Source: an optimization exercise on an open RTL-to-GDS flow (aim: small area). Production flows keep margins and buffers that such runs may drop.
Only simulation tests tie the RTL to the original design; equivalence was not proved.
Power is estimated from default activity; no workload was simulated.

File: design/flow/run.sh
#!/bin/bash
# synth_recipe.tcl (not shown) runs the flow's synth.tcl, then flattens the netlist and writes it again
# the make line also repeats each setting of config.mk as NAME=value (left out here)
make -C /OpenROAD-flow-scripts/flow DESIGN_CONFIG=/design/flow/config.mk WORK_HOME=/design/flow/orfs CLKGATE_MAP_FILE= SYNTH_SCRIPT=/design/flow/synth_recipe.tcl finish
File: design/flow/config.mk
export PLATFORM = sky130hd
export DESIGN_NAME = labibus_core
export DESIGN_NICKNAME = labibus_core
export VERILOG_FILES = /design/flow/design.v
export SDC_FILE = /design/flow/constraint.sdc
export NUM_CORES = 4
export LEC_CHECK = 0
export CAP_MARGIN = 20
export CORE_MARGIN = 2
export CORE_UTILIZATION = 40
export PLACE_DENSITY = 0.6
export SLEW_MARGIN = 20
File: design/flow/constraint.sdc
create_clock -name core_clock -period 20.0 [get_ports {clk}]
set_input_delay 4.0000 -clock core_clock [delete_from_list [all_inputs] [get_ports {clk}]]
set_output_delay 4.0000 -clock core_clock [all_outputs]
set_load 0.01 [all_outputs]
File: design/flow/design.v
module labibus_core (
    input  wire         clk,
    input  wire         rst,
    input  wire         host_valid,
    output wire         host_ready,
    input  wire [1:0]   host_op,
    input  wire [7:0]   host_id,
    input  wire [15:0]  host_poll,
    input  wire [127:0] host_desc,
    input  wire [4:0]   host_desc_len,
    input  wire [63:0]  host_unit,
    input  wire [3:0]   host_unit_len,
    input  wire [31:0]  host_value,
    input  wire         rx_valid,
    input  wire [7:0]   rx_data,
    output wire         rx_ready,
    input  wire         turn_elapsed,
    input  wire         settle_elapsed,
    output wire         tx_valid,
    output reg  [7:0]   tx_data,
    input  wire         tx_ready,
    output wire         txc_clr,
    input  wire         txc,
    output reg          de,
    output reg          de_oe,
    output reg          uart_cfg_valid
);
    localparam [1:0] OP_CONFIGURE = 2'b01, OP_SET_VALUE = 2'b10;
    localparam [4:0] S_IDLE  = 5'd0,     
                     S_HW    = 5'd1,     
                     S_HC    = 5'd2,     
                     S_HL    = 5'd3,     
                     S_HA    = 5'd4,     
                     S_EW    = 5'd5,     
                     S_EC    = 5'd6,     
                     S_CV    = 5'd7,     
                     S_WS    = 5'd8,     
                     S_SYNC  = 5'd9,
                     S_BANG  = 5'd10,
                     S_IDH   = 5'd11,
                     S_IDL   = 5'd12,
                     S_COLON = 5'd13,
                     S_OP    = 5'd14,
                     S_SIGN  = 5'd15,
                     S_DIG   = 5'd16,    
                     S_DSH   = 5'd17,    
                     S_DOT   = 5'd18,
                     S_BAR1  = 5'd19,
                     S_F0    = 5'd20,    
                     S_F1    = 5'd21,    
                     S_CHR   = 5'd22,    
                     S_E1    = 5'd23,
                     S_E2    = 5'd24,
                     S_BAR   = 5'd25,    
                     S_CRC   = 5'd26,
                     S_CR    = 5'd27,
                     S_LF    = 5'd28,
                     S_DR    = 5'd29;    
    function [15:0] crc16_step(input [7:0] b, input [15:0] crc);
        integer i;
        reg [15:0] c;
        begin
            c = crc ^ {8'h00, b};
            for (i = 0; i < 8; i = i + 1)
                c = c[0] ? ((c >> 1) ^ 16'hA001) : (c >> 1);
            crc16_step = c;
        end
    endfunction
    function [3:0] hex_to_val(input [7:0] c);
        begin
            if (c >= 8'h30 && c <= 8'h39)      hex_to_val = c[3:0];
            else if (c >= 8'h41 && c <= 8'h46) hex_to_val = c[3:0] + 4'd9;
            else if (c >= 8'h61 && c <= 8'h66) hex_to_val = c[3:0] + 4'd9;
            else                               hex_to_val = 4'd0;
        end
    endfunction
    function [7:0] val_to_hex(input [3:0] v);
        begin
            val_to_hex = (v <= 4'd9) ? {4'h3, v} : {5'b01100, v[2:0] - 3'd1};
        end
    endfunction
    function needs_escape(input [7:0] b);
        begin
            needs_escape = (b < 8'h20) || (b >= 8'h7F) || (b == 8'h21) ||
                           (b == 8'h3F) || (b == 8'h7C) || (b == 8'h5C);
        end
    endfunction
    reg [4:0]  st;
    reg [5:0]  c1;           
    reg [5:0]  c2;           
    reg [3:0]  n_occ;        
    reg [7:0]  m;            
    reg [4:0]  fa_n;
    reg [15:0] crc;          
    reg [7:0]  rid;
    reg        r_poll;
    reg        r_ok;
    reg [39:0] bcd;
    reg [5:0]  lowpos;
    reg        neg;
    reg        pass2;
    reg        started;
    reg [7:0]  cb;
    reg [4:0]  a;
    reg [1:0]  sub;
    reg [5:0]  bc;
    wire [31:0] mh_all;      
    wire [7:0]  bh_all;      
    wire [7:0]  we_m;
    wire [7:0]  we_b;
    wire [3:0]  wnib;
    wire        wbit;
    genvar gs;
    generate
        for (gs = 0; gs < 8; gs = gs + 1) begin : slot
            reg [191:0] tr;
            reg [55:0]  wr;
            always @(posedge clk) begin
                tr <= {(we_m[gs] ? wnib : tr[3:0]), tr[191:4]};
                wr <= {(we_b[gs] ? wbit : wr[0]), wr[55:1]};
            end
            assign mh_all[4*gs +: 4] = tr[3:0];
            assign bh_all[gs]        = wr[0];
        end
    endgenerate
    wire [7:0] occ = (n_occ[3] ? 8'hFF : ((8'h01 << n_occ[2:0]) - 8'h01));
    wire [7:0] hit = m & occ;
    wire       any_hit = |hit;
    reg  [2:0] hit_idx;
    integer k;
    always @(*) begin
        hit_idx = 3'd0;
        for (k = 7; k >= 0; k = k - 1)
            if (hit[k]) hit_idx = k[2:0];
    end
    wire [2:0] sel = any_hit ? hit_idx : n_occ[2:0];
    wire       hostmode = (st == S_HW) || (st == S_HC) || (st == S_HL) || (st == S_HA);
    wire       key7     = hostmode ? host_id[7] : rid[7];
    wire       key      = hostmode ? host_id[c2[2:0]] : rid[c2[2:0]];
    wire       found_lookup = any_hit && !key7;
    wire       found_find   = any_hit || !n_occ[3];
    wire [3:0] mh_sel = mh_all[4*sel +: 4];
    wire       bh_sel = bh_all[sel];
    wire [191:0] hcat = {host_unit, host_desc};
    wire [3:0]   hnib = hcat[4*c1 +: 4];
    wire         hkeep = c1[5] ? ({1'b0, c1[3:1]} < host_unit_len)
                               : ({1'b0, c1[4:1]} < host_desc_len);
    assign wnib = hkeep ? hnib : 4'h0;
    reg sbit;
    always @(*) begin
        if (c2 < 6'd16)       sbit = host_poll[~c2[3:0]];
        else if (c2 < 6'd48)  sbit = host_value[{~c2[5], ~c2[3:0]}];
        else                  sbit = host_id[c2[2:0]];
    end
    wire conf_wr = (host_op == OP_CONFIGURE) && (host_desc_len != 5'd0) && found_find;
    wire set_wr  = (host_op == OP_SET_VALUE) && found_lookup;
    wire c2_last = (c2 == 6'd55);
    wire m_write = (st == S_HL) && conf_wr;
    wire b_write = ((st == S_HL) && conf_wr && (c2 < 6'd16 || c2 >= 6'd48)) ||
                   ((st == S_HL) && set_wr && ((c2 >= 6'd16 && c2 < 6'd48) || c2_last)) ||
                   ((st == S_EC) && c2_last && r_poll && found_lookup);
    assign wbit = c2_last ? ((st == S_HL) && (host_op == OP_SET_VALUE)) : sbit;
    genvar gw;
    generate
        for (gw = 0; gw < 8; gw = gw + 1) begin : wen
            assign we_m[gw] = m_write && (sel == gw);
            assign we_b[gw] = b_write && (sel == gw);
        end
    endgenerate
    assign host_ready = (st == S_HA);
    assign rx_ready   = (st == S_IDLE) && de_oe && !host_valid;
    wire   rx_fire    = rx_valid && rx_ready;
    wire [3:0] rx_hex = hex_to_val(rx_data);
    reg  [1:0] nib_idx;
    always @(*) nib_idx = (st == S_IDLE) ? (fa_n[1:0] + 2'd2) : sub;
    wire [3:0] crc_nib = crc[4*(3 - nib_idx) +: 4];
    wire [3:0] dig    = bcd[39:36];
    wire       skip   = !started && (dig == 4'd0) && (a > (r_poll ? 5'd6 : 5'd0));
    wire       cb_end = (cb == 8'h00);
    wire       cb_esc = needs_escape(cb);
    assign tx_valid = (st == S_SYNC) || (st == S_BANG) || (st == S_IDH) || (st == S_IDL) ||
                      (st == S_COLON) || (st == S_OP) || (st == S_SIGN) ||
                      ((st == S_DIG) && !skip) || (st == S_DOT) || (st == S_BAR1) ||
                      (st == S_CHR) || (st == S_E1) || (st == S_E2) || (st == S_BAR) ||
                      (st == S_CRC) || (st == S_CR) || (st == S_LF);
    assign txc_clr  = tx_valid && tx_ready;
    wire   tx_fire  = tx_valid && tx_ready;
    wire   body_fire = tx_fire && (st != S_SYNC) && (st != S_CRC) &&
                       (st != S_CR) && (st != S_LF);
    always @(*) begin
        case (st)
            S_SYNC:  tx_data = 8'hFF;
            S_BANG:  tx_data = 8'h21;
            S_IDH:   tx_data = val_to_hex(rid[7:4]);
            S_IDL:   tx_data = val_to_hex(rid[3:0]);
            S_COLON: tx_data = 8'h3A;
            S_OP:    tx_data = r_poll ? 8'h50 : 8'h44;
            S_SIGN:  tx_data = 8'h2D;
            S_DIG:   tx_data = {4'h3, dig};
            S_DOT:   tx_data = 8'h2E;
            S_CHR:   tx_data = cb_end ? 8'h7C : (cb_esc ? 8'h5C : cb);
            S_E1:    tx_data = val_to_hex(cb[7:4]);
            S_E2:    tx_data = val_to_hex(cb[3:0]);
            S_CRC:   tx_data = val_to_hex(crc_nib);
            S_CR:    tx_data = 8'h0D;
            S_LF:    tx_data = 8'h0A;
            default: tx_data = 8'h7C;    
        endcase
    end
    wire [15:0] crc_next = crc16_step((st == S_IDLE) ? rx_data : tx_data, crc);
    reg [39:0] bcd_adj;
    integer d;
    always @(*) begin
        for (d = 0; d < 10; d = d + 1)
            bcd_adj[4*d +: 4] = (bcd[4*d +: 4] >= 4'd5) ? bcd[4*d +: 4] + 4'd3 : bcd[4*d +: 4];
    end
    always @(posedge clk) begin
        uart_cfg_valid <= 1'b0;
        c1 <= (c1 == 6'd47) ? 6'd0 : c1 + 6'd1;
        c2 <= c2_last ? 6'd0 : c2 + 6'd1;
        if (rst) begin
            st    <= S_IDLE;
            c1    <= 6'd0;
            c2    <= 6'd0;
            n_occ <= 4'd0;
            fa_n  <= 5'd0;
            de    <= 1'b0;
            de_oe <= 1'b0;
        end else begin
            if ((st == S_HC || st == S_EC) && c2 >= 6'd48 && !c2_last)
                m <= ((c2 == 6'd48) ? 8'hFF : m) & ~(bh_all ^ {8{key}});
            if (st == S_SYNC && tx_fire)
                crc <= 16'h0000;
            else if (body_fire)
                crc <= crc_next;
            if (st == S_SYNC)
                bc <= 6'd0;
            else if (body_fire)
                bc <= bc + 6'd1;
            case (st)
                S_IDLE: begin
                    if (host_valid) begin
                        st <= S_HW;
                    end else if (rx_fire) begin
                        if (fa_n == 5'd0) begin
                            if (rx_data == 8'h3F) begin
                                fa_n <= 5'd1;
                                crc  <= crc16_step(8'h3F, 16'h0000);
                                r_ok <= 1'b1;
                            end
                        end else if (rx_data == 8'h0D) begin
                        end else if (rx_data == 8'h0A) begin
                            if (fa_n == 5'd10 && r_ok) st <= S_EW;
                            else fa_n <= 5'd0;
                        end else if (!fa_n[4]) begin
                            fa_n <= fa_n + 5'd1;
                            if (fa_n <= 5'd5) crc <= crc_next;
                            if (fa_n == 5'd1 || fa_n == 5'd2) rid <= {rid[3:0], rx_hex};
                            if (fa_n == 5'd4) begin
                                r_poll <= (rx_data == 8'h50);
                                if (rx_data != 8'h50 && rx_data != 8'h44) r_ok <= 1'b0;
                            end
                            if (fa_n == 5'd5 && rx_data != 8'h7C) r_ok <= 1'b0;
                            if (fa_n >= 5'd6 && fa_n <= 5'd9 && rx_hex != crc_nib) r_ok <= 1'b0;
                        end else begin
                            fa_n <= 5'd0;      
                        end
                    end
                end
                S_HW: if (c2 == 6'd47) st <= S_HC;
                S_HC: if (c2_last) st <= S_HL;
                S_HL: if (c2_last) st <= S_HA;
                S_HA: begin
                    if (host_op == OP_CONFIGURE && conf_wr) begin
                        if (!any_hit) n_occ <= n_occ + 4'd1;
                        if (!de_oe) begin
                            de_oe          <= 1'b1;
                            de             <= 1'b0;
                            uart_cfg_valid <= 1'b1;
                        end
                    end
                    st <= S_IDLE;
                end
                S_EW: if (c2 == 6'd47) st <= S_EC;
                S_EC: if (c2_last) begin
                    fa_n <= 5'd0;
                    if (found_lookup && (!r_poll || bh_sel)) begin
                        de    <= 1'b1;
                        bcd   <= 40'd0;
                        pass2 <= 1'b0;
                        neg   <= 1'b0;
                        st    <= S_CV;
                    end else begin
                        st <= S_IDLE;
                    end
                end
                S_CV: begin
                    if (!r_poll) begin
                        if (c2 < 6'd16) bcd <= {bcd_adj[38:0], bh_sel};
                        if (c2 == 6'd15) st <= S_WS;
                    end else if (c2 >= 6'd16 && c2 < 6'd48) begin
                        if (!pass2) begin
                            if (c2 == 6'd16) neg <= bh_sel;
                            if (c2 == 6'd16 || bh_sel) lowpos <= c2;
                            if (c2 == 6'd47) pass2 <= 1'b1;
                        end else begin
                            bcd <= {bcd_adj[38:0], bh_sel ^ (neg && (c2 < lowpos))};
                            if (c2 == 6'd47) st <= S_WS;
                        end
                    end
                end
                S_WS: if (settle_elapsed) st <= S_SYNC;
                S_SYNC:  if (tx_fire) st <= S_BANG;
                S_BANG:  if (tx_fire) st <= S_IDH;
                S_IDH:   if (tx_fire) st <= S_IDL;
                S_IDL:   if (tx_fire) st <= S_COLON;
                S_COLON: if (tx_fire) st <= S_OP;
                S_OP:    if (tx_fire) begin
                    st      <= (r_poll && neg) ? S_SIGN : S_DIG;
                    a       <= 5'd9;
                    started <= 1'b0;
                    sub     <= 2'd0;
                end
                S_SIGN:  if (tx_fire) st <= S_DIG;
                S_DIG: begin
                    if (skip) begin
                        st <= S_DSH;
                    end else if (tx_fire) begin
                        started <= 1'b1;
                        if (a == 5'd0)                 st <= S_BAR1;
                        else if (r_poll && a == 5'd6)  st <= S_DOT;
                        else                           st <= S_DSH;
                    end
                end
                S_DOT:   if (tx_fire) st <= S_DSH;
                S_DSH: begin
                    bcd <= {bcd[38:0], 1'b0};
                    sub <= sub + 2'd1;
                    if (sub == 2'd3) begin
                        a  <= a - 5'd1;
                        st <= S_DIG;
                    end
                end
                S_BAR1:  if (tx_fire) begin
                    a  <= 5'd0;
                    st <= r_poll ? S_CRC : S_F0;
                end
                S_F0: if (c1 == {a, 1'b0}) begin
                    cb[3:0] <= mh_sel;
                    st      <= S_F1;
                end
                S_F1: begin
                    cb[7:4] <= mh_sel;
                    st      <= S_CHR;
                end
                S_CHR: if (tx_fire) begin
                    if (cb_end) begin
                        if (a[4]) st <= S_CRC;
                        else begin a <= 5'd16; st <= S_F0; end
                    end else if (cb_esc) begin
                        st <= S_E1;
                    end else if (a == 5'd15 || a == 5'd23) begin
                        st <= S_BAR;
                    end else begin
                        a <= a + 5'd1; st <= S_F0;
                    end
                end
                S_E1: if (tx_fire) st <= S_E2;
                S_E2: if (tx_fire) begin
                    if (a == 5'd15 || a == 5'd23) st <= S_BAR;
                    else begin a <= a + 5'd1; st <= S_F0; end
                end
                S_BAR: if (tx_fire) begin
                    if (a[4]) st <= S_CRC;
                    else begin a <= 5'd16; st <= S_F0; end
                end
                S_CRC: if (tx_fire) begin
                    sub <= sub + 2'd1;
                    if (sub == 2'd3) st <= S_CR;
                end
                S_CR: if (tx_fire) st <= S_LF;
                S_LF: if (tx_fire) st <= S_DR;
                S_DR: if (txc) begin
                    de <= 1'b0;
                    st <= S_IDLE;
                end
                default: st <= S_IDLE;
            endcase
            if (body_fire && bc == 6'd63) st <= S_CRC;
            if ((body_fire && bc == 6'd63) || (st == S_BAR1 && tx_fire) ||
                ((st == S_CHR || st == S_BAR) && tx_fire && a[4] && (cb_end || st == S_BAR)))
                sub <= 2'd0;
        end
    end
endmodule
==> results of run 1 <==
logic make-up after synthesis:
| group | synth area share |
|---|---|
| compound gates | 0.0479 |
| xor+xnor | 0.0124 |
| fa+ha+maj | 0.0183 |
| buf+inv | 0.0127 |
| flops | 0.812 |
| mux | 0.0476 |
| simple gates | 0.0490 |
power by group through the flow:
stage               Sequential [mW]  Combinational (mW)  Clock (mW)
floorplan                      4.37               0.389           0
global placement               4.38               0.571           0
detailed placement             4.38               0.573           0
CTS                            4.29               0.575        3.65
global route                   4.29               0.625        3.83
finish                         4.29               0.576        3.55
sequential cells by signal, indices dropped and copies added (netlist names):
name            flops
a                   5
bc                  6
bcd                40
c1                  6
c2                  6
cb                  8
crc                16
de                  1
de_oe               1
fa_n                5
lowpos              6
m                   8
n_occ               4
neg                 1
pass2               1
r_ok                1
r_poll              1
rid                 8
slot.tr          1536
slot.wr           448
st                  5
started             1
sub                 2
uart_cfg_valid      1
placed cells by master (no fill, tap or decap), types with 10 or more instances in the layout:
cell type | synthesis | routed
nand2b_1 | 35 | 35
ha_1 | 78 | 78
a21oi_1 | 113 | 113
bufinv_16 | 0 | 10
inv_1 | 79 | 79
clkbuf_8 | 0 | 44
a31oi_1 | 10 | 10
clkdlybuf4s50_1 | 0 | 288
nand2_1 | 130 | 130
edfxtp_1 | 104 | 104
and2_1 | 16 | 16
buf_4 | 1 | 26
nand3_1 | 51 | 51
a211oi_1 | 19 | 18
o22ai_1 | 16 | 16
mux2i_1 | 27 | 27
nor2b_1 | 13 | 13
or3_1 | 10 | 10
nor3_1 | 34 | 34
dfxtp_1 | 2013 | 2011
clkbuf_1 | 64 | 38
clkinv_2 | 0 | 31
or2_2 | 14 | 14
mux4_2 | 79 | 79
nor4_1 | 15 | 15
and3_1 | 10 | 10
nor2_1 | 168 | 167
xnor2_1 | 36 | 36
mux2_2 | 44 | 44
o21ai_0 | 74 | 73
a221oi_1 | 10 | 10
xor2_1 | 26 | 26
clkbuf_16 | 0 | 189
through the flow:
| step | instances | setup WS, ns | power [mW] | instance area (um2) | hold slack [ns] |
|---|---|---|---|---|---|
| floorplan | 3506 | 11.54 | 4.76 | 53500 | 0.310 |
| global placement | 5497 | 10.05 | 4.95 | 58400 | 0.310 |
| detailed placement | 5497 | 10.11 | 4.96 | 58400 | 0.312 |
| CTS | 5833 | 10.10 | 8.52 | 64700 | 0.280 |
| global route | 5833 | 10.02 | 8.74 | 64700 | 0.291 |
| finish | 5835 | 10.04 | 8.41 | 64700 | 0.292 |
layout make-up:
class,instances,area share
diodes,2,0.0000773
inverters,82,0.00475
flip-flops and latches,2117,0.671
clock buffers,271,0.0846
clock inverters,65,0.0134
well taps,1768,0.0342
multi-input cells,1216,0.145
repair buffers,314,0.0475
metal layers:
metal	part of all wire	routed length (um)	vias to the layer above
li1	-	-	12700
met1	0.48	44900	12300
met2	0.42	39700	629
met3	0.064	5990	225
met4	0.036	3370	6
met5	0.00043	40	-
worst paths after layout:
check / startpoint / endpoint / slack [ns] / depth (start not counted)
max: host_valid / rx_ready / 10.04 / 3
max reg2reg: st[2] / crc[0] / 14.49 / 16
min: slot[3].tr[158] / slot[3].tr[154] / 0.29 / 0
min reg2reg: slot[3].tr[158] / slot[3].tr[154] / 0.29 / 0
==> impl_metrics.ini, run 1 <==
[final_layout]
final-seq-area_mm2 = 0.0434
nets = 4270
multi_input_area_mm2 = 0.00938
nFillCells = 11300
area_delta_synth_final_pct = 21.1
final_util = 0.486
drive_above_1_share = 0.120

[cts]
clock_latency_ns = 0.78
clkTransAtPathRegs_ns = 0.06
root_buffer = clkbuf_16
cts_sinks = 2117
cts_resized = 0
cts_hold_buffers = 0
clockBufferDepth = 3
cts_max_level = 4
numCtsBuffers = 186
cts_tree = built
post_cts_buffers = 0

[placement]
portBuffers = 288
dpl.hpwl_um = 62400
gp_congestion = 0.920

[global_route]
grt_use_met3 = 0.0397
grt.total_usage = 0.137
use_met1 = 0.188
grt-busiest-layer = met2
first_global_vias = 25500
grt_util_met2 = 0.202
antenna_found_initial = 7
grt_pass1_wl_um = 145000
grt_max_degree = 57
grt-ovfl-total = 0

[synthesis]
yosys.area.top_type = dfxtp_1
synth_most_common_cell = dfxtp_1
synth-edff-count = 104
ys_seq_area_frac = 0.812
ys_types = 96
yosys.area.top_type_share = 0.754
ys_ff_latch = 2117
synth_area_leaders = dfxtp_1 75%, edfxtp_1 5.8%, mux4_2 3.3%
synth_cells = 3506
synthTopCellsByCount = 2013 x dfxtp_1, 168 x nor2_1, 130 x nand2_1, 113 x a21oi_1, 104 x edfxtp_1
synthFlopType = dfxtp_1
avgSynthCellArea_um2 = 15.2
syn-cell-area_mm2 = 0.0535
synth_fp_nets = 3859
synth_warnings = 1
ys_async_sr_fraction = 0

[setup_path]
crit_buf_inv = 2
slowest_stage = clkdlybuf4s50_1
start_kind = primary input
crit_path_end_kind = output pin
critPathMaxFanout = 5
slowest_delay_ns = 0.69
crit_chain = clkdlybuf4s50_1, nor3b_1, clkdlybuf4s50_1
arrival_ns = 5.96
cp.required_ns = 16.00
path_class = in -> out
crit_top_cell = clkdlybuf4s50_1
crit_family = buffers and inverters

[sta]
fin_skew_ns = 0.0397
rsz0062_at_grt = false
fin_crit_sh = 0.498
layout_min_cycle_time_ns = 9.96
finalHoldViolations = 0
drv_slew = 0
tns_ns = 0
worst_slew_pin_slew_ns = 1.19
setup_viol = 0
timing.fmax_ghz = 0.100
relSlewSlack = 0.184

[floorplan]
initial_core_util = 0.402
fp.dieH_um = 370
pin_count = 290
die_w_um = 370
die_area_mm2 = 0.137
num_rows = 134
design.core.area_mm2 = 0.133

[power]
leakage_nw = 25.3
powerDensity_mw_per_mm2 = 130
combPwrFrac = 0.068
p_int_mw = 6.57
switchingPower_mw = 1.84
vdd_drop_max_mv = 0.0771
switching_share = 0.219
clkPwrFrac = 0.422
pwr-share-seq = 0.510

[routing]
wl_per_cell_um = 16.1
vias = 25800
first_iter_violations = 1488
drc = 0
wirelength_um = 94000
dr.pass1.iters = 7
detail-route-antenna-nets = 0
avgViaCountPerCell = 4.43

[flow_run]
maxCapViolCount = 0

[worst_hold_path]
worst_hold_path_type = reg -> reg

[status]
status = finished clean
==> run 2: changes to the inputs <==
--- a/design/flow/config.mk
+++ b/design/flow/config.mk
@@ -9,4 +9,7 @@
 export CORE_MARGIN = 2
-export CORE_UTILIZATION = 40
-export PLACE_DENSITY = 0.6
+export CORE_UTILIZATION = 55
+export CTS_BUF_LIST = sky130_fd_sc_hd__clkbuf_4 sky130_fd_sc_hd__clkbuf_8
+export CTS_CLUSTER_DIAMETER = 50
+export CTS_CLUSTER_SIZE = 20
+export PLACE_DENSITY = 0.7
 export SLEW_MARGIN = 20
==> impl_metrics.ini, run 2 <==
[status]
status = finished with violations
so_faults = antenna violations

[synthesis]
synth_area_leaders = dfxtp_1 75%, edfxtp_1 5.8%, mux4_2 3.3%
synthFlopType = dfxtp_1
synth-edff-count = 104
ys_async_sr_fraction = 0
synth_most_common_cell = dfxtp_1
yosys.area.top_type_share = 0.754
ys_seq_area_frac = 0.812
ys_ff_latch = 2117
yosys.area.top_type = dfxtp_1
ys_types = 96
syn-cell-area_mm2 = 0.0535
avgSynthCellArea_um2 = 15.2
synthTopCellsByCount = 2013 x dfxtp_1, 168 x nor2_1, 130 x nand2_1, 113 x a21oi_1, 104 x edfxtp_1
synth_fp_nets = 3859
synth_warnings = 1
synth_cells = 3506

[setup_path]
rrSetupSlack_ns = 14.62
path_class = in -> out
crit_path_end_kind = output pin
critPathMaxFanout = 5
cp.required_ns = 16.00
start_kind = primary input
arrival_ns = 5.79
cp-startpoint = host_valid
r2r-start = st[4]

[sta]
relSlewSlack = 0.243
drv_slew = 0
rsz0062_at_grt = false
fin_crit_sh = 0.490
fin_skew_ns = 0.0633
setup_viol = 0
timing.fmax_ghz = 0.102
finalHoldViolations = 0
layout_min_cycle_time_ns = 9.79
tns_ns = 0
worst_slew_pin_slew_ns = 1.12

[routing]
detail-route-antenna-nets = 1
drc = 0
wirelength_um = 89200
wl_per_cell_um = 17.2
dr.pass1.iters = 6
vias = 25300
first_iter_violations = 1738
avgViaCountPerCell = 4.87

[final_layout]
top_regs = slot.tr x1536, slot.wr x448, bcd x40
layout_commonest_cell = dfxtp_1
largest_reg_flops = 1536
nets = 4218
regMostFlops = slot.tr
drive_above_1_share = 0.0966
design_area_mm2 = 0.0603
area_delta_synth_final_pct = 12.7
final_cell_mix = 2011 x dfxtp_1, 288 x clkdlybuf4s50_1, 167 x nor2_1, 139 x clkbuf_8, 130 x nand2_1

[floorplan]
fp.dieH_um = 316
design.core.area_mm2 = 0.0966
num_rows = 114
die_area_mm2 = 0.0997
initial_core_util = 0.554
pin_count = 290
die_w_um = 316

[cts]
cts_sinks = 2117
cts_hold_buffers = 0
clock_latency_ns = 0.85
post_cts_buffers = 0
clockBufferDepth = 3
cts_tree = built
clkTransAtPathRegs_ns = 0.11
numCtsBuffers = 136
cts_resized = 0
root_buffer = clkbuf_8
cts_max_level = 4

[placement]
portBuffers = 288
gp_congestion = 0.926
dpl.hpwl_um = 59100
place_area_mm2 = 0.0578

[power]
switchingPower_mw = 1.57
vdd_drop_max_mv = 0.0975
powerDensity_mw_per_mm2 = 113
pwr-share-seq = 0.628
p_int_mw = 5.24
leakage_nw = 23.4
switching_share = 0.231
clkPwrFrac = 0.287
combPwrFrac = 0.084

[global_route]
grt-ovfl-total = 0
grt.total_usage = 0.181
antenna_found_initial = 2
grt_pass1_wl_um = 140000
first_global_vias = 25200
grt_max_degree = 57

[worst_hold_path]
min_from = slot[7].tr[10]
worst_hold_path_type = reg -> reg

[flow_run]
maxCapViolCount = 0
==> run 2: cell counts after synthesis <==
Identical to the previous run, type by type.
==> run 2: power by group through the flow <==
stage | sequential [mW] | clock [mW] | combinational (mW)
4_1_cts | 4.28 | 2.03 | 0.571
5_1_grt | 4.29 | 2.18 | 0.619
2_1_floorplan | 4.37 | 0 | 0.389
3_5_place_dp | 4.38 | 0 | 0.568
3_3_place_gp | 4.38 | 0 | 0.565
6_report | 4.28 | 1.96 | 0.575
==> run 2: layout make-up <==
class / instances / area (um2)
Sequential cell: 2117 / 43400
Fill cell: 6991 / 36300
Multi-Input combinational cell: 1216 / 9390
Timing Repair Buffer: 312 / 3060
Clock buffer: 145 / 1960
Tap cell: 1276 / 1600
Clock inverter: 40 / 480
Inverter: 82 / 308
Antenna cell: 11 / 27.5
==> run 2: routing by layer <==
layer | up-vias | global-route usage | wire length, um
li1 | 12500 | - | -
met1 | 12100 | 0.266 | 44000
met2 | 624 | 0.266 | 37700
met3 | 160 | 0.0362 | 5050
met4 | 0 | 0.0692 | 2530
met5 | - | 0 | 0
==> run 2: metrics by stage <==
stage | power [mW] | cells | util | setup slack (ns) | hold WS, ns
global route | 7.08 | 5190 | 0.624 | 10.12 | 0.312
global placement | 4.95 | 5002 | 0.598 | 10.26 | 0.310
CTS | 6.88 | 5188 | 0.624 | 10.25 | 0.296
detailed placement | 4.95 | 5003 | 0.598 | 10.24 | 0.312
floorplan | 4.76 | 3506 | - | 11.54 | 0.310
finish | 6.82 | 5199 | 0.624 | 10.21 | 0.300
==> run 2: worst max-delay path: stages <==
cell and delay (ns):
clkdlybuf4s50_1 0.57, nor3b_1 0.56, clkdlybuf4s50_1 0.65
==> run 2: path summary, 6_finish.rpt <==
kind | cells after the start | endpoint
hold / removal | 0 | slot[7].tr[6]
hold reg to reg | 0 | slot[7].tr[6]
setup / recovery | 3 | rx_ready
setup reg to reg | 16 | crc[0]
==> run 2: cell families (layout without fill, tap and decap cells) <==
kind of cell | after synthesis | after routing | synth area share
AND/OR/NAND/NOR | 538 | 538 | 0.0490
XOR/XNOR | 67 | 67 | 0.0124
buffers and inverters | 173 | 579 | 0.0127
other | 0 | 11 | 0
adder cells (fa/ha/maj) | 78 | 78 | 0.0183
flip-flops | 2117 | 2117 | 0.812
AO/OA/AOI/OAI | 383 | 383 | 0.0479
multiplexers | 150 | 150 | 0.0476
==> run 3: changes to the inputs <==
--- a/design/flow/design.v
+++ b/design/flow/design.v
@@ -70,6 +70,10 @@
         begin
-            if (c >= 8'h30 && c <= 8'h39)      hex_to_val = c[3:0];
-            else if (c >= 8'h41 && c <= 8'h46) hex_to_val = c[3:0] + 4'd9;
-            else if (c >= 8'h61 && c <= 8'h66) hex_to_val = c[3:0] + 4'd9;
-            else                               hex_to_val = 4'd0;
+            if (c[7:4] == 4'h3 && (!c[3] || c[2:1] == 2'b00))
+                hex_to_val = c[3:0];
+            else if ((c[7:4] == 4'h4 || c[7:4] == 4'h6) && !c[3] && c[2:0] != 3'd0 && c[2:0] != 3'd7)
+                hex_to_val = {1'b1, c[2:0] == 3'd3 || c[2:0] == 3'd4 || c[2:0] == 3'd5 || c[2:0] == 3'd6,
+                              c[2:0] == 3'd1 || c[2:0] == 3'd2 || c[2:0] == 3'd5 || c[2:0] == 3'd6,
+                              c[2:0] == 3'd2 || c[2:0] == 3'd4 || c[2:0] == 3'd6};
+            else
+                hex_to_val = 4'd0;
         end
@@ -78,3 +82,7 @@
         begin
-            val_to_hex = (v <= 4'd9) ? {4'h3, v} : {5'b01100, v[2:0] - 3'd1};
+            val_to_hex = (v[3] && (v[2] || v[1])) ?
+                         {5'b01100, v[2:0] == 3'd5 || v[2:0] == 3'd6 || v[2:0] == 3'd7,
+                                    v[2:0] == 3'd3 || v[2:0] == 3'd4 || v[2:0] == 3'd7,
+                                    v[2:0] == 3'd2 || v[2:0] == 3'd4 || v[2:0] == 3'd6} :
+                         {4'h3, v};
         end
@@ -94,3 +102,3 @@
     reg [15:0] crc;          
-    reg [7:0]  rid;
+    reg [7:0]  rid;          
     reg        r_poll;
@@ -102,3 +110,2 @@
     reg        started;
-    reg [7:0]  cb;
     reg [4:0]  a;
@@ -125,3 +132,9 @@
     endgenerate
-    wire [7:0] occ = (n_occ[3] ? 8'hFF : ((8'h01 << n_occ[2:0]) - 8'h01));
+    wire [7:0] occ;
+    genvar go;
+    generate
+        for (go = 0; go < 8; go = go + 1) begin : occd
+            assign occ[go] = (n_occ > go);
+        end
+    endgenerate
     wire [7:0] hit = m & occ;
@@ -144,3 +157,3 @@
     wire [191:0] hcat = {host_unit, host_desc};
-    wire [3:0]   hnib = hcat[4*c1 +: 4];
+    wire [3:0]   hnib = hcat[4*{c1[5:1], ~c1[0]} +: 4];    
     wire         hkeep = c1[5] ? ({1'b0, c1[3:1]} < host_unit_len)
@@ -178,2 +191,3 @@
     wire       skip   = !started && (dig == 4'd0) && (a > (r_poll ? 5'd6 : 5'd0));
+    wire [7:0] cb     = rid;
     wire       cb_end = (cb == 8'h00);
@@ -189,2 +203,12 @@
                        (st != S_CR) && (st != S_LF);
+    reg [3:0] hex_nib;
+    always @(*) begin
+        case (st)
+            S_IDH:   hex_nib = rid[7:4];
+            S_IDL:   hex_nib = rid[3:0];
+            S_E1:    hex_nib = cb[7:4];
+            S_E2:    hex_nib = cb[3:0];
+            default: hex_nib = crc_nib;
+        endcase
+    end
     always @(*) begin
@@ -193,4 +217,3 @@
             S_BANG:  tx_data = 8'h21;
-            S_IDH:   tx_data = val_to_hex(rid[7:4]);
-            S_IDL:   tx_data = val_to_hex(rid[3:0]);
+            S_IDH, S_IDL, S_E1, S_E2, S_CRC: tx_data = val_to_hex(hex_nib);
             S_COLON: tx_data = 8'h3A;
@@ -201,5 +224,2 @@
             S_CHR:   tx_data = cb_end ? 8'h7C : (cb_esc ? 8'h5C : cb);
-            S_E1:    tx_data = val_to_hex(cb[7:4]);
-            S_E2:    tx_data = val_to_hex(cb[3:0]);
-            S_CRC:   tx_data = val_to_hex(crc_nib);
             S_CR:    tx_data = 8'h0D;
@@ -210,2 +230,15 @@
     wire [15:0] crc_next = crc16_step((st == S_IDLE) ? rx_data : tx_data, crc);
+    function [3:0] add3(input [3:0] x, input en);
+        begin
+            if (!en)
+                add3 = x;
+            else begin
+                add3[3] = x[3] | (x[2] & (x[1] | x[0]));
+                add3[2] = (x[3] & x[0]) | (x[2] & ~x[1] & ~x[0]);
+                add3[1] = (x[3] & ~x[0]) | (~x[2] & x[1]) | (x[1] & x[0]);
+                add3[0] = (x[3] & ~x[0]) | (~x[3] & ~x[2] & x[0]) | (x[2] & x[1] & ~x[0]);
+            end
+        end
+    endfunction
+    wire       adj_en = (st == S_CV);
     reg [39:0] bcd_adj;
@@ -214,4 +247,6 @@
         for (d = 0; d < 10; d = d + 1)
-            bcd_adj[4*d +: 4] = (bcd[4*d +: 4] >= 4'd5) ? bcd[4*d +: 4] + 4'd3 : bcd[4*d +: 4];
+            bcd_adj[4*d +: 4] = add3(bcd[4*d +: 4], adj_en);
     end
+    wire       dd_in = r_poll ? (bh_sel ^ (neg && (c2 < lowpos))) : bh_sel;
+    wire [39:0] bcd_sh = {bcd_adj[38:0], adj_en & dd_in};
     always @(posedge clk) begin
@@ -298,3 +333,3 @@
                     if (!r_poll) begin
-                        if (c2 < 6'd16) bcd <= {bcd_adj[38:0], bh_sel};
+                        if (c2 < 6'd16) bcd <= bcd_sh;
                         if (c2 == 6'd15) st <= S_WS;
@@ -306,3 +341,3 @@
                         end else begin
-                            bcd <= {bcd_adj[38:0], bh_sel ^ (neg && (c2 < lowpos))};
+                            bcd <= bcd_sh;
                             if (c2 == 6'd47) st <= S_WS;
@@ -336,3 +371,3 @@
                 S_DSH: begin
-                    bcd <= {bcd[38:0], 1'b0};
+                    bcd <= bcd_sh;
                     sub <= sub + 2'd1;
@@ -348,3 +383,3 @@
                 S_F0: if (c1 == {a, 1'b0}) begin
-                    cb[3:0] <= mh_sel;
+                    rid     <= {rid[3:0], mh_sel};
                     st      <= S_F1;
@@ -352,3 +387,3 @@
                 S_F1: begin
-                    cb[7:4] <= mh_sel;
+                    rid     <= {rid[3:0], mh_sel};
                     st      <= S_CHR;
--- a/design/flow/config.mk
+++ b/design/flow/config.mk
@@ -9,3 +9,3 @@
 export CORE_MARGIN = 2
-export CORE_UTILIZATION = 55
+export CORE_UTILIZATION = 45
 export CTS_BUF_LIST = sky130_fd_sc_hd__clkbuf_4 sky130_fd_sc_hd__clkbuf_8
@@ -13,3 +13,3 @@
 export CTS_CLUSTER_SIZE = 20
-export PLACE_DENSITY = 0.7
+export PLACE_DENSITY = 0.65
 export SLEW_MARGIN = 20
==> impl_metrics.ini, run 3 <==
[sta]
relSlewSlack = 0.249
rsz0062_at_grt = false
fin_ws_ns = 10.34
fin_skew_ns = 0.0705
tns_ns = 0
layout_min_cycle_time_ns = 9.67
worst_slew_pin_slew_ns = 1.13
finalHoldViolations = 0
drv_slew = 0
setup_viol = 0
fin_crit_sh = 0.483
timing.fmax_ghz = 0.103

[cts]
cts_hold_buffers = 0
cts_sinks = 2109
cts_tree = built
clkTransAtPathRegs_ns = 0.10
numCtsBuffers = 137
clock_latency_ns = 0.83
clockBufferDepth = 3
cts_resized = 0
root_buffer = clkbuf_8
post_cts_buffers = 0
cts_max_level = 4

[routing]
detail-route-antenna-nets = 0
wl_per_cell_um = 17.1
wirelength_um = 90400
drc = 0
first_iter_violations = 1532
avgViaCountPerCell = 4.64
dr.pass1.iters = 6
vias = 24500

[final_layout]
final_cell_mix = 2010 x dfxtp_1, 288 x clkdlybuf4s50_1, 146 x clkbuf_8, 140 x nor2_1, 133 x nand2_1
stdcell_count = 5289
final_util = 0.517
largest_reg_flops = 1536
drive_above_1_share = 0.0983
area_delta_synth_final_pct = 13.8
nFillCells = 9536
regMostFlops = slot.tr
top_regs = slot.tr x1536, slot.wr x448, bcd x40
layout_commonest_cell = dfxtp_1
nets = 4026

[flow_run]
maxCapViolCount = 0

[floorplan]
initial_core_util = 0.455
fp.dieH_um = 344
pin_count = 290
num_rows = 124
die_area_mm2 = 0.118
die_w_um = 344
design.core.area_mm2 = 0.115

[synthesis]
synthFlopType = dfxtp_1
ys_types = 88
yosys.area.top_type = dfxtp_1
syn-cell-area_mm2 = 0.0520
avgSynthCellArea_um2 = 15.5
synth_area_leaders = dfxtp_1 77%, edfxtp_1 5.5%, mux4_2 3.4%
ys_async_sr_fraction = 0
synth_cells = 3363
synth_warnings = 1
synth_fp_nets = 3673
synthTopCellsByCount = 2013 x dfxtp_1, 140 x nor2_1, 133 x nand2_1, 120 x o21ai_0, 101 x a21oi_1
synth_most_common_cell = dfxtp_1
ys_seq_area_frac = 0.830
synth-edff-count = 96
ys_ff_latch = 2109
yosys.area.top_type_share = 0.774

[worst_hold_path]
worst_hold_path_type = reg -> reg
whs_path_depth = 0

[setup_path]
cp.required_ns = 16.00
start_kind = primary input
arrival_ns = 5.66
crit_path_end_kind = output pin
r2r_cells = 11
path_class = in -> out
critPathMaxFanout = 9

[global_route]
grt.total_usage = 0.153
first_global_vias = 24000
antenna_found_initial = 4
grt_max_degree = 55
use_met1 = 0.225
grt_use_met3 = 0.0292
grt_pass1_wl_um = 139000
grt-busiest-layer = met2
grt_util_met2 = 0.226
grt-ovfl-total = 0

[power]
leakage_nw = 22.7
switchingPower_mw = 1.62
clkPwrFrac = 0.289
vdd_drop_max_mv = 0.0754
pwr-share-seq = 0.620
combPwrFrac = 0.091
p_int_mw = 5.30
powerDensity_mw_per_mm2 = 117
switching_share = 0.234

[placement]
gp_congestion = 0.906
dpl_worst_slack_ns = 10.32
portBuffers = 288
dpl.hpwl_um = 60800
placed_cells = 5089

[status]
status = finished clean
run 3: changes by cell type after synthesis, sizes merged, moves of 8 or more:
cell    previous run  this run
a21oi            114       101
edfxtp           104        96
ha                78        35
inv               79        47
mux2i             27        13
nand2b            35        13
nor2             169       140
nor3              37        55
o21ai             83       131
or2               15         7
run 3: layer usage:
metal  wire length [um]  vias to the layer above  share of wire
li1                   -                    12000              -
met1              45600                    11800           0.50
met2              38100                      576           0.42
met3               4620                      157          0.051
met4               2170                        0          0.024
met5                  0                        -              0
run 3: per-stage QoR:
step / total power, mW / hold slack (ns) / instance area, um2
6_report: 6.92 / 0.303 / 59200
5_1_grt: 7.20 / 0.305 / 59200
4_1_cts: 7.00 / 0.297 / 59200
3_5_place_dp: 5.01 / 0.312 / 56600
3_3_place_gp: 5.01 / 0.310 / 56600
2_1_floorplan: 4.80 / 0.310 / 52000
run 3: area by class of cell:
cell class,count,area [um2],share of cell area
multi-input combinational,1112,8340,0.141
tap,1512,1890,0.0319
clock buffer,160,2110,0.0357
clock inverter,37,465,0.00786
timing repair buffer,307,3030,0.0511
sequential,2109,43200,0.729
antenna,3,7.51,0.000127
inverter,49,184,0.00311
run 3: logic make-up (layout without fill, tap and decap cells):
logic type	after synthesis	in the layout	synth area share
AO/OA/AOI/OAI	408	408	0.0514
buffers and inverters	142	553	0.0105
AND/OR/NAND/NOR	472	472	0.0424
adder cells (fa/ha/maj)	35	35	0.00841
multiplexers	134	134	0.0458
other	0	3	0
XOR/XNOR	63	63	0.0117
flip-flops	2109	2109	0.830
run 3: final timing paths:
kind	slack [ns]	from	to
max	10.34	tx_ready	txc_clr
min	0.30	slot[7].tr[17]	slot[7].tr[13]
max reg2reg	15.06	st[2]	crc[0]
min reg2reg	0.30	slot[7].tr[17]	slot[7].tr[13]
run 3: critical path, stage by stage:
cell	delay, ns
clkdlybuf4s50_1	0.49
and2_1	0.52
clkdlybuf4s50_1	0.65
run 3: power groups by stage:
stage	clock [mW]	sequential (mW)	combinational, mW
3_3_place_gp	0	4.38	0.625
2_1_floorplan	0	4.35	0.445
5_1_grt	2.23	4.29	0.679
3_5_place_dp	0	4.38	0.624
4_1_cts	2.08	4.29	0.627
6_report	2.00	4.29	0.629
==> run 4: changes to the inputs <==
==> design/flow/flow/run.sh (new file) <==
#!/bin/bash
# Standard layout, with two changes: the port buffers are the smallest
# buffer cell, and clock tree synthesis inserts no dummy loads.
set -euo pipefail
export BUFFER_PORTS_ARGS="-buffer_cell sky130_fd_sc_hd__buf_1"
export CTS_ARGS="-sink_clustering_enable -repair_clock_nets -dont_use_dummy_load -sink_clustering_size 20 -sink_clustering_max_diameter 50 -buf_list {sky130_fd_sc_hd__clkbuf_4 sky130_fd_sc_hd__clkbuf_8}"
bash standard.sh > standard_flow.log 2>&1
==> design/flow/standard.sh (new file) <==
#!/bin/bash
# synth_recipe.tcl (not shown) runs the flow's synth.tcl, then flattens the netlist and writes it again
# the make line also repeats each setting of config.mk as NAME=value (left out here)
make -C /OpenROAD-flow-scripts/flow DESIGN_CONFIG=/design/flow/config.mk WORK_HOME=/design/flow/orfs CLKGATE_MAP_FILE= SYNTH_SCRIPT=/design/flow/synth_recipe.tcl "${@:-finish}"
removed: design/flow/run.sh
==> impl_metrics.ini, run 4 <==
[cts]
cts_hold_buffers = 0
cts_sinks = 2109
clockBufferDepth = 3
cts_tree = built
cts_max_level = 4
numCtsBuffers = 138
clkTransAtPathRegs_ns = 0.11
root_buffer = clkbuf_8
cts_resized = 0
clock_latency_ns = 0.83
post_cts_buffers = 0

[synthesis]
synthFlopType = dfxtp_1
synthSimpleGateAreaFrac = 0.0424
synthAdderAreaFrac = 0.00841
synth-edff-count = 96
synthMuxAreaShare = 0.0458
yosys.area.top_type = dfxtp_1
synth-xor-area-share = 0.0117
avgSynthCellArea_um2 = 15.5
ys_seq_area_frac = 0.830
ys_types = 88
syn-cell-area_mm2 = 0.0520
synth_fp_nets = 3673
ys_async_sr_fraction = 0
yosys.area.top_type_share = 0.774
synth_area_leaders = dfxtp_1 77%, edfxtp_1 5.5%, mux4_2 3.4%
synth_top_family_by_area = compound AO/OA/AOI/OAI gates
synthTopCellsByCount = 2013 x dfxtp_1, 140 x nor2_1, 133 x nand2_1, 120 x o21ai_0, 101 x a21oi_1
synth_compound_area_frac = 0.0514
synth_cells = 3363
synth_most_common_cell = dfxtp_1
synth_warnings = 1
ys_ff_latch = 2109

[sta]
drv_slew = 0
rsz0062_at_grt = false
timing.fmax_ghz = 0.113
worst_slew_pin_slew_ns = 1.16
layout_min_cycle_time_ns = 8.87
fin_ws_ns = 11.13
fin_skew_ns = 0.129
tns_ns = 0
finalHoldViolations = 0
setup_viol = 0
relSlewSlack = 0.226
fin_crit_sh = 0.444

[setup_path]
arrival_ns = 4.87
cp.required_ns = 16.00
path_class = in -> out
crit_path_end_kind = output pin
critPathMaxFanout = 4
start_kind = primary input

[floorplan]
fp.dieH_um = 344
initial_core_util = 0.455
design.core.area_mm2 = 0.115
die_w_um = 344
die_area_mm2 = 0.118
num_rows = 124
pin_count = 290

[final_layout]
drive_above_1_share = 0.0847
top_regs = slot.tr x1536, slot.wr x448, bcd x40
stdcell_count = 5235
regMostFlops = slot.tr
nets = 4029
largest_reg_flops = 1536
area_delta_synth_final_pct = 9.05
final_cell_mix = 2010 x dfxtp_1, 288 x buf_1, 140 x nor2_1, 138 x clkbuf_8, 133 x nand2_1
layout_commonest_cell = dfxtp_1

[global_route]
grt_max_degree = 56
first_global_vias = 23600
grt.total_usage = 0.153
antenna_found_initial = 5
grt_pass1_wl_um = 139000
grt-ovfl-total = 0

[routing]
wirelength_um = 90700
first_iter_violations = 1159
dr.pass1.iters = 5
detail-route-antenna-nets = 0
wl_per_cell_um = 17.3
drc = 0
vias = 24400
avgViaCountPerCell = 4.67

[flow_run]
maxCapViolCount = 0

[placement]
portBuffers = 288
dpl_worst_slack_ns = 11.14
gp_congestion = 0.903
dpl.hpwl_um = 61700
placed_cells = 5091

[worst_hold_path]
worst_hold_path_type = reg -> reg

[power]
vdd_drop_max_mv = 0.0857
leakage_nw = 21.5
powerDensity_mw_per_mm2 = 117
power_mw = 6.62

[status]
status = finished clean
-- run 4: cell counts after synthesis --
No cell type changed its count.
-- run 4: critical path, cell delays in order --
cell,delay [ns]
buf_1,0.18
nor2_1,0.29
and2_1,0.22
buf_1,0.19
-- run 4: path summary, 6_finish.rpt --
kind / startpoint / endpoint / slack [ns] / cells after the start
max reg2reg: r_poll / sub[0] / 15.15 / 13
min reg2reg: slot[3].tr[99] / slot[3].tr[95] / 0.23 / 0
min: slot[3].tr[99] / slot[3].tr[95] / 0.23 / 0
max: host_valid / rx_ready / 11.13 / 4
-- run 4: area by class of cell --
cell class              instances  area [um2]
multi-input cells            1112        8340
well taps                    1512        1890
flip-flops and latches       2109       43200
fillers                      9761       57700
repair buffers                309        1240
clock buffers                 138        1900
diodes                          6        15.0
inverters                      49         184
-- run 4: stage by stage --
step	hold WS, ns	util	area (um2)
2_1_floorplan	0.310	-	52000
3_3_place_gp	0.310	0.479	54800
3_5_place_dp	0.312	0.479	54800
4_1_cts	0.226	0.496	56700
5_1_grt	0.223	0.496	56700
6_report	0.228	0.496	56800
-- run 4: power by group --
part           internal (mW)  total [mW]  switching, mW
clock network          0.621        1.75           1.13
logic                  0.241       0.608          0.367
registers               4.25        4.27         0.0182
total                   5.11        6.62           1.51
-- run 4: layer usage --
metal / routed length (um) / share of wire / track usage
met2: 37800 / 0.42 / 0.222
met1: 45900 / 0.51 / 0.230
met3: 4600 / 0.051 / 0.0298
met5: 0 / 0 / 0
met4: 2370 / 0.026 / 0.0497
-- run 4: logic make-up after synthesis --
family	Yosys count
DFF	2109
adders and majority gates	35
buffers and inverters	142
and+or+nand+nor	472
AOI/OAI and AO/OA	408
muxes	134
xor gates and xnor gates	63
==> run 5: changes to the inputs <==
==> design/flow/flow/run.sh (replaced) <==
#!/bin/bash
# Standard layout, with two changes: the port buffers are the smallest
# buffer cell, and clock tree synthesis inserts no dummy loads.
set -euo pipefail
export BUFFER_PORTS_ARGS="-buffer_cell sky130_fd_sc_hd__buf_1"
export CTS_ARGS="-sink_clustering_enable -repair_clock_nets -dont_use_dummy_load -sink_clustering_size 24 -sink_clustering_max_diameter 30 -buf_list {sky130_fd_sc_hd__clkbuf_8}"
bash standard.sh > standard_flow.log 2>&1
==> design/flow/config.mk (replaced) <==
export PLATFORM = sky130hd
export DESIGN_NAME = labibus_core
export DESIGN_NICKNAME = labibus_core
export VERILOG_FILES = /design/flow/design.v
export SDC_FILE = /design/flow/constraint.sdc
export NUM_CORES = 4
export LEC_CHECK = 0
export CAP_MARGIN = 20
export CORE_MARGIN = 2
export CORE_UTILIZATION = 60
export PLACE_DENSITY = 0.75
export SLEW_MARGIN = 20
==> impl_metrics.ini, run 5 <==
[status]
status = finished clean

[sta]
rsz0062_at_grt = false
worst_slew_pin_slew_ns = 1.10
tns_ns = 0
drv_slew = 0
relSlewSlack = 0.257
setup_viol = 0
fin_crit_sh = 0.445
fin_skew_ns = 0.145
layout_min_cycle_time_ns = 8.90
fin_ws_ns = 11.10
finalHoldViolations = 0
timing.fmax_ghz = 0.112

[final_layout]
regMostFlops = slot.tr
area_delta_synth_final_pct = 10.4
layout_commonest_cell = dfxtp_1
stdcell_count = 4956
final_cell_mix = 2011 x dfxtp_1, 288 x buf_1, 223 x clkbuf_8, 140 x nor2_1, 133 x nand2_1
top_regs = slot.tr x1536, slot.wr x448, bcd x40
largest_reg_flops = 1536
nets = 4112
drive_above_1_share = 0.105

[worst_hold_path]
min_from = slot[7].tr[8]
worst_hold_path_type = reg -> reg

[global_route]
grt-ovfl-total = 0
antenna_found_initial = 3
grt_max_degree = 56
grt_pass1_wl_um = 143000
grt.total_usage = 0.207
first_global_vias = 25400

[cts]
clockBufferDepth = 3
clkTransAtPathRegs_ns = 0.08
numCtsBuffers = 223
cts_resized = 0
clock_latency_ns = 0.89
root_buffer = clkbuf_8
cts_sinks = 2109
cts_max_level = 4
cts_tree = built
post_cts_buffers = 0
cts_hold_buffers = 0

[power]
powerDensity_mw_per_mm2 = 123
vdd_drop_max_mv = 0.106
leakage_nw = 22.1

[setup_path]
cp-startpoint = tx_ready
arrival_ns = 4.90
cp.required_ns = 16.00
critPathMaxFanout = 9
path_class = in -> out
r2r-start = r_poll
start_kind = primary input
crit_path_end_kind = output pin

[floorplan]
die_w_um = 299
initial_core_util = 0.603
die_area_mm2 = 0.0891
num_rows = 108
design.core.area_mm2 = 0.0863
pin_count = 290
fp.dieH_um = 299

[synthesis]
synth-edff-count = 96
ys_types = 88
synth_area_leaders = dfxtp_1 77%, edfxtp_1 5.5%, mux4_2 3.4%
ys_async_sr_fraction = 0
synth_cells = 3363
yosys.area.top_type = dfxtp_1
synth_fp_nets = 3673
synth_warnings = 1
synthTopCellsByCount = 2013 x dfxtp_1, 140 x nor2_1, 133 x nand2_1, 120 x o21ai_0, 101 x a21oi_1
syn-cell-area_mm2 = 0.0520
ys_seq_area_frac = 0.830
synthFlopType = dfxtp_1
yosys.area.top_type_share = 0.774
avgSynthCellArea_um2 = 15.5
ys_ff_latch = 2109
synth_most_common_cell = dfxtp_1

[flow_run]
maxCapViolCount = 0

[routing]
avgViaCountPerCell = 5.04
wirelength_um = 92000
routed.top_layer = met5
first_iter_violations = 1579
drc = 0
wl_met3_um = 5170
vias = 25000
dr.pass1.iters = 5
detail-route-antenna-nets = 0
dr_wl_met2_um = 41200
wirelength_met1_um = 43400
wl_per_cell_um = 18.6

[placement]
placed_cells = 4732
portBuffers = 288
dpl.hpwl_um = 59200
dpl_worst_slack_ns = 11.12
gp_congestion = 0.902
==> run 5: cell counts after synthesis <==
Identical to the previous run, type by type.
==> run 5: critical path: stages <==
cell and delay (ns):
buf_1 0.16, and2_1 0.53, buf_1 0.21
==> run 5: area by class of cell <==
class	count	area [um2]
multi-input combinational	1112	8350
fill	5744	28900
antenna	1	2.50
inverter	49	184
sequential	2109	43200
timing repair buffer	307	1220
tap	1155	1450
clock buffer	223	3070
==> run 5: kinds of logic after synthesis <==
group | Yosys count | synth area share
XOR/XNOR | 63 | 0.0117
flip-flops | 2109 | 0.830
buffers and inverters | 142 | 0.0105
multiplexers | 134 | 0.0458
AND/OR/NAND/NOR | 472 | 0.0424
AO/OA/AOI/OAI | 408 | 0.0514
adder cells (fa/ha/maj) | 35 | 0.00841
==> run 5: metal layers <==
metal / vias to the layer above / track usage
met5: - / 0
met2: 701 / 0.317
met3: 174 / 0.0465
met4: 2 / 0.0760
li1: 12100 / -
met1: 12000 / 0.293
==> run 5: path summary, 6_finish.rpt <==
path	cells past startpoint	endpoint	slack [ns]
max	3	txc_clr	11.10
min reg2reg	0	slot[7].tr[4]	0.21
min	0	slot[7].tr[4]	0.21
max reg2reg	14	sub[0]	15.30
==> run 5: per-stage QoR <==
stage | hold WS (ns) | area (um2) | utilization | power (mW)
after floorplan | 0.310 | 52000 | - | 4.80
after global placement | 0.310 | 54400 | 0.630 | 4.97
after detailed placement | 0.312 | 54400 | 0.630 | 4.96
after CTS | 0.208 | 57500 | 0.665 | 7.15
after global routing | 0.206 | 57500 | 0.665 | 7.35
final | 0.213 | 57500 | 0.665 | 7.09
==> run 5: report_power, final <==
| part | internal, mW | switching (mW) | total, mW |
|---|---|---|---|
| Combinational | 0.241 | 0.365 | 0.606 |
| Clock | 0.980 | 1.23 | 2.21 |
| Sequential | 4.25 | 0.0219 | 4.27 |
| Total | 5.47 | 1.61 | 7.09 |
==> run 6: changes to the inputs <==
--- a/design/flow/design.v
+++ b/design/flow/design.v
@@ -156,6 +156,16 @@
     wire       bh_sel = bh_all[sel];
-    wire [191:0] hcat = {host_unit, host_desc};
-    wire [3:0]   hnib = hcat[4*{c1[5:1], ~c1[0]} +: 4];    
-    wire         hkeep = c1[5] ? ({1'b0, c1[3:1]} < host_unit_len)
-                               : ({1'b0, c1[4:1]} < host_desc_len);
+    wire [191:0] hring;      
+    genvar gh;
+    generate
+        for (gh = 0; gh < 24; gh = gh + 1) begin : hmap
+            if (gh >= 8) begin : d
+                assign hring[8*gh +: 8] = {host_desc[8*(23-gh) +: 4], host_desc[8*(23-gh) + 4 +: 4]};
+            end else begin : u
+                assign hring[8*gh +: 8] = {host_unit[8*(7-gh) +: 4], host_unit[8*(7-gh) + 4 +: 4]};
+            end
+        end
+    endgenerate
+    wire [3:0]   hnib = hring[4*c1 +: 4];
+    wire         hkeep = (c1[5] || c1[4]) ? ({1'b0, ~c1[5], ~c1[3:1]} < host_desc_len)
+                                          : ({1'b0, ~c1[3:1]} < host_unit_len);
     assign wnib = hkeep ? hnib : 4'h0;
@@ -192,2 +202,3 @@
     wire [7:0] cb     = rid;
+    wire       in_desc = a[4] || a[3];
     wire       cb_end = (cb == 8'h00);
@@ -246,4 +257,5 @@
     always @(*) begin
-        for (d = 0; d < 10; d = d + 1)
+        for (d = 0; d < 9; d = d + 1)
             bcd_adj[4*d +: 4] = add3(bcd[4*d +: 4], adj_en);
+        bcd_adj[39:36] = bcd[39:36];     
     end
@@ -379,3 +391,3 @@
                 S_BAR1:  if (tx_fire) begin
-                    a  <= 5'd0;
+                    a  <= 5'd23;
                     st <= r_poll ? S_CRC : S_F0;
@@ -392,10 +404,10 @@
                     if (cb_end) begin
-                        if (a[4]) st <= S_CRC;
-                        else begin a <= 5'd16; st <= S_F0; end
+                        if (!in_desc) st <= S_CRC;
+                        else begin a <= 5'd7; st <= S_F0; end
                     end else if (cb_esc) begin
                         st <= S_E1;
-                    end else if (a == 5'd15 || a == 5'd23) begin
+                    end else if (a == 5'd8 || a == 5'd0) begin
                         st <= S_BAR;
                     end else begin
-                        a <= a + 5'd1; st <= S_F0;
+                        a <= a - 5'd1; st <= S_F0;
                     end
@@ -404,8 +416,8 @@
                 S_E2: if (tx_fire) begin
-                    if (a == 5'd15 || a == 5'd23) st <= S_BAR;
-                    else begin a <= a + 5'd1; st <= S_F0; end
+                    if (a == 5'd8 || a == 5'd0) st <= S_BAR;
+                    else begin a <= a - 5'd1; st <= S_F0; end
                 end
                 S_BAR: if (tx_fire) begin
-                    if (a[4]) st <= S_CRC;
-                    else begin a <= 5'd16; st <= S_F0; end
+                    if (!in_desc) st <= S_CRC;
+                    else begin a <= a - 5'd1; st <= S_F0; end
                 end
@@ -425,3 +437,3 @@
             if ((body_fire && bc == 6'd63) || (st == S_BAR1 && tx_fire) ||
-                ((st == S_CHR || st == S_BAR) && tx_fire && a[4] && (cb_end || st == S_BAR)))
+                ((st == S_CHR || st == S_BAR) && tx_fire && !in_desc && (cb_end || st == S_BAR)))
                 sub <= 2'd0;
==> design/flow/flow/run.sh (replaced) <==
#!/bin/bash
# Standard layout, with two changes: the port buffers are the smallest
# buffer cell, and clock tree synthesis inserts no dummy loads.
set -euo pipefail
export BUFFER_PORTS_ARGS="-buffer_cell sky130_fd_sc_hd__buf_1"
export CTS_ARGS="-sink_clustering_enable -repair_clock_nets -dont_use_dummy_load -sink_clustering_size 32 -sink_clustering_max_diameter 60 -buf_list {sky130_fd_sc_hd__clkbuf_16}"
bash standard.sh > standard_flow.log 2>&1
--- a/design/flow/config.mk
+++ b/design/flow/config.mk
@@ -9,4 +9,7 @@
 export CORE_MARGIN = 2
-export CORE_UTILIZATION = 60
-export PLACE_DENSITY = 0.75
+export CORE_UTILIZATION = 45
+export CTS_BUF_LIST = sky130_fd_sc_hd__clkbuf_4 sky130_fd_sc_hd__clkbuf_8
+export CTS_CLUSTER_DIAMETER = 50
+export CTS_CLUSTER_SIZE = 20
+export PLACE_DENSITY = 0.65
 export SLEW_MARGIN = 20
==> impl_metrics.ini, run 6 <==
[synthesis]
synthFlopType = dfxtp_1
synth-xor-area-share = 0.0113
yosys.area.top_type_share = 0.777
avgSynthCellArea_um2 = 15.6
synthAdderAreaFrac = 0.00844
ys_seq_area_frac = 0.832
synth-edff-count = 96
synthTopCellsByCount = 2013 x dfxtp_1, 120 x nor2_1, 110 x nand2_1, 109 x o21ai_0, 96 x edfxtp_1
synth_area_leaders = dfxtp_1 78%, edfxtp_1 5.6%, mux4_2 3.4%
ys_types = 93
synthMuxAreaShare = 0.0455
synth_warnings = 1
synthSimpleGateAreaFrac = 0.0421
synth_fp_nets = 3626
yosys.area.top_type = dfxtp_1
synth_top_family_by_area = compound AO/OA/AOI/OAI gates
synth_cells = 3316
synth_compound_area_frac = 0.0496
ys_ff_latch = 2109
ys_async_sr_fraction = 0
synth_most_common_cell = dfxtp_1
syn-cell-area_mm2 = 0.0519

[final_layout]
top_regs = slot.tr x1536, slot.wr x448, bcd x40
final_util = 0.500
design_area_mm2 = 0.0572
stdcell_count = 5154
final_cell_mix = 2011 x dfxtp_1, 288 x buf_1, 119 x nor2_1, 110 x nand2_1, 109 x o21ai_0
area_delta_synth_final_pct = 10.3
nets = 3953
regMostFlops = slot.tr
largest_reg_flops = 1536
layout_commonest_cell = dfxtp_1
drive_above_1_share = 0.0775
nFillCells = 9578

[cts]
cts_max_level = 3
cts_hold_buffers = 0
clkTransAtPathRegs_ns = 0.11
cts_sinks = 2109
cts_resized = 0
numCtsBuffers = 99
clockBufferDepth = 3
clock_latency_ns = 0.68
root_buffer = clkbuf_16
post_cts_buffers = 0
cts_tree = built

[sta]
fin_crit_sh = 0.446
relSlewSlack = 0.255
drv_slew = 0
finalHoldViolations = 0
layout_min_cycle_time_ns = 8.92
worst_slew_pin_slew_ns = 1.11
fin_skew_ns = 0.106
setup_viol = 0
tns_ns = 0
fin_ws_ns = 11.08
timing.fmax_ghz = 0.112
fin_hold_ws_ns = 0.258
rsz0062_at_grt = false

[floorplan]
die_area_mm2 = 0.118
num_rows = 124
die_w_um = 344
initial_core_util = 0.454
pin_count = 290
fp.dieH_um = 344
design.core.area_mm2 = 0.114

[global_route]
grt.total_usage = 0.147
grt-busiest-layer = met1
first_global_vias = 23600
antenna_found_initial = 13
grt_max_degree = 55
grt_util_met2 = 0.216
grt_pass1_wl_um = 135000
use_met1 = 0.218
grt-ovfl-total = 0
grt_use_met3 = 0.0311

[setup_path]
start_kind = primary input
arrival_ns = 4.92
path_class = in -> out
cp.required_ns = 16.00
crit_path_end_kind = output pin
critPathMaxFanout = 4

[placement]
dpl.hpwl_um = 59600
dpl_worst_slack_ns = 11.15
place_area_mm2 = 0.0547
gp_congestion = 0.947
placed_cells = 5054
portBuffers = 288

[power]
power_mw = 6.86
vdd_drop_max_mv = 0.106
powerDensity_mw_per_mm2 = 120
leakage_nw = 21.5

[routing]
detail-route-antenna-nets = 0
avgViaCountPerCell = 4.67
drc = 0
vias = 24100
wirelength_um = 87600
wl_per_cell_um = 17.0
first_iter_violations = 1841
dr.pass1.iters = 5

[flow_run]
maxCapViolCount = 0

[status]
status = finished clean

[worst_hold_path]
worst_hold_path_type = reg -> reg
==> run 6: cell types whose count changed in the layout (fill, tap and decap cells not counted), moves of 11 or more <==
cell	change
nand2_1	-23
clkbuf_16	+99
a21oi_1	-17
nor2b_1	+13
clkbuf_8	-223
o21ai_0	-11
o22ai_1	+12
nor2_1	-21
==> run 6: cell type report <==
cell class,count,area [um2],share of cell area
diodes,1,2.50,0.0000438
clock buffers,99,2480,0.0433
inverters,58,218,0.00381
multi-input cells,1064,8160,0.143
flip-flops and latches,2109,43200,0.755
well taps,1512,1890,0.0331
repair buffers,311,1250,0.0219
==> run 6: worst paths after layout <==
| check | start | endpoint | slack [ns] | cells after the start |
|---|---|---|---|---|
| max reg2reg | st[1] | crc[0] | 14.73 | 13 |
| min reg2reg | slot[3].tr[136] | slot[3].tr[132] | 0.26 | 0 |
| max | host_valid | rx_ready | 11.08 | 3 |
| min | slot[3].tr[136] | slot[3].tr[132] | 0.26 | 0 |
==> run 6: routing by layer <==
layer / part of all wire / wire length (um) / vias up
met5: 0.000080 / 7 / -
met4: 0.026 / 2260 / 2
met3: 0.062 / 5400 / 144
met2: 0.42 / 36400 / 645
met1: 0.50 / 43600 / 11500
li1: - / - / 11700
==> run 6: kinds of logic after synthesis <==
| family | after synthesis |
|---|---|
| AOI/OAI and AO/OA | 387 |
| xor gates and xnor gates | 61 |
| adders and majority gates | 35 |
| buffers and inverters | 143 |
| DFF | 2109 |
| muxes | 132 |
| and+or+nand+nor | 449 |
==> run 6: critical path, stage by stage <==
cell	delay, ns
buf_1	0.20
nor3_1	0.51
buf_1	0.21
==> run 6: power by group <==
| group | switching (mW) | internal (mW) |
|---|---|---|
| registers | 0.0215 | 4.24 |
| clock network | 1.14 | 0.882 |
| logic | 0.332 | 0.237 |

## static timing again, ports no longer ideal
How much do the figures lean on ideal ports? The routed layouts below were timed once more, with nothing changed but the port constraints. Step 1: set_driving_cell puts a clkbuf_16 on clk and a buf_2 on each other input, an assumption about the parent block. Step 2 moves the port delays by t, midway between the first and last clock arrival at a register: inputs arrive t later, outputs are due t later. That takes back most of the time a late clock gives input paths. Three values: ideal ports, drivers, drivers and shift; two values: the first two.
run | t, ns | setup WS [ns] | clock arrival spread, ns | worst data-port slew with drivers (ns) | pins driven straight from the clock port
run 1 | 0.827 | 10.045 / 10.014 / 10.014 | 0.043 / 0.043 | 0.10 | 1
run 2 | 0.875 | 10.208 / 10.184 / 10.184 | 0.067 / 0.067 | 0.10 | 1
run 3 | 0.858 | 10.335 / 10.291 / 10.291 | 0.074 / 0.074 | 0.11 | 1
run 4 | 0.832 | 11.126 / 11.090 / 11.090 | 0.130 / 0.130 | 0.10 | 1
run 5 | 0.874 | 11.098 / 11.072 / 11.072 | 0.146 / 0.146 | 0.12 | 1
run 6 | 0.695 | 11.079 / 11.055 / 11.055 | 0.106 / 0.107 | 0.10 | 1
For run 3, which loses most, drivers alone change the setup slack by -0.044 ns; drivers and shift together by -0.044 ns.
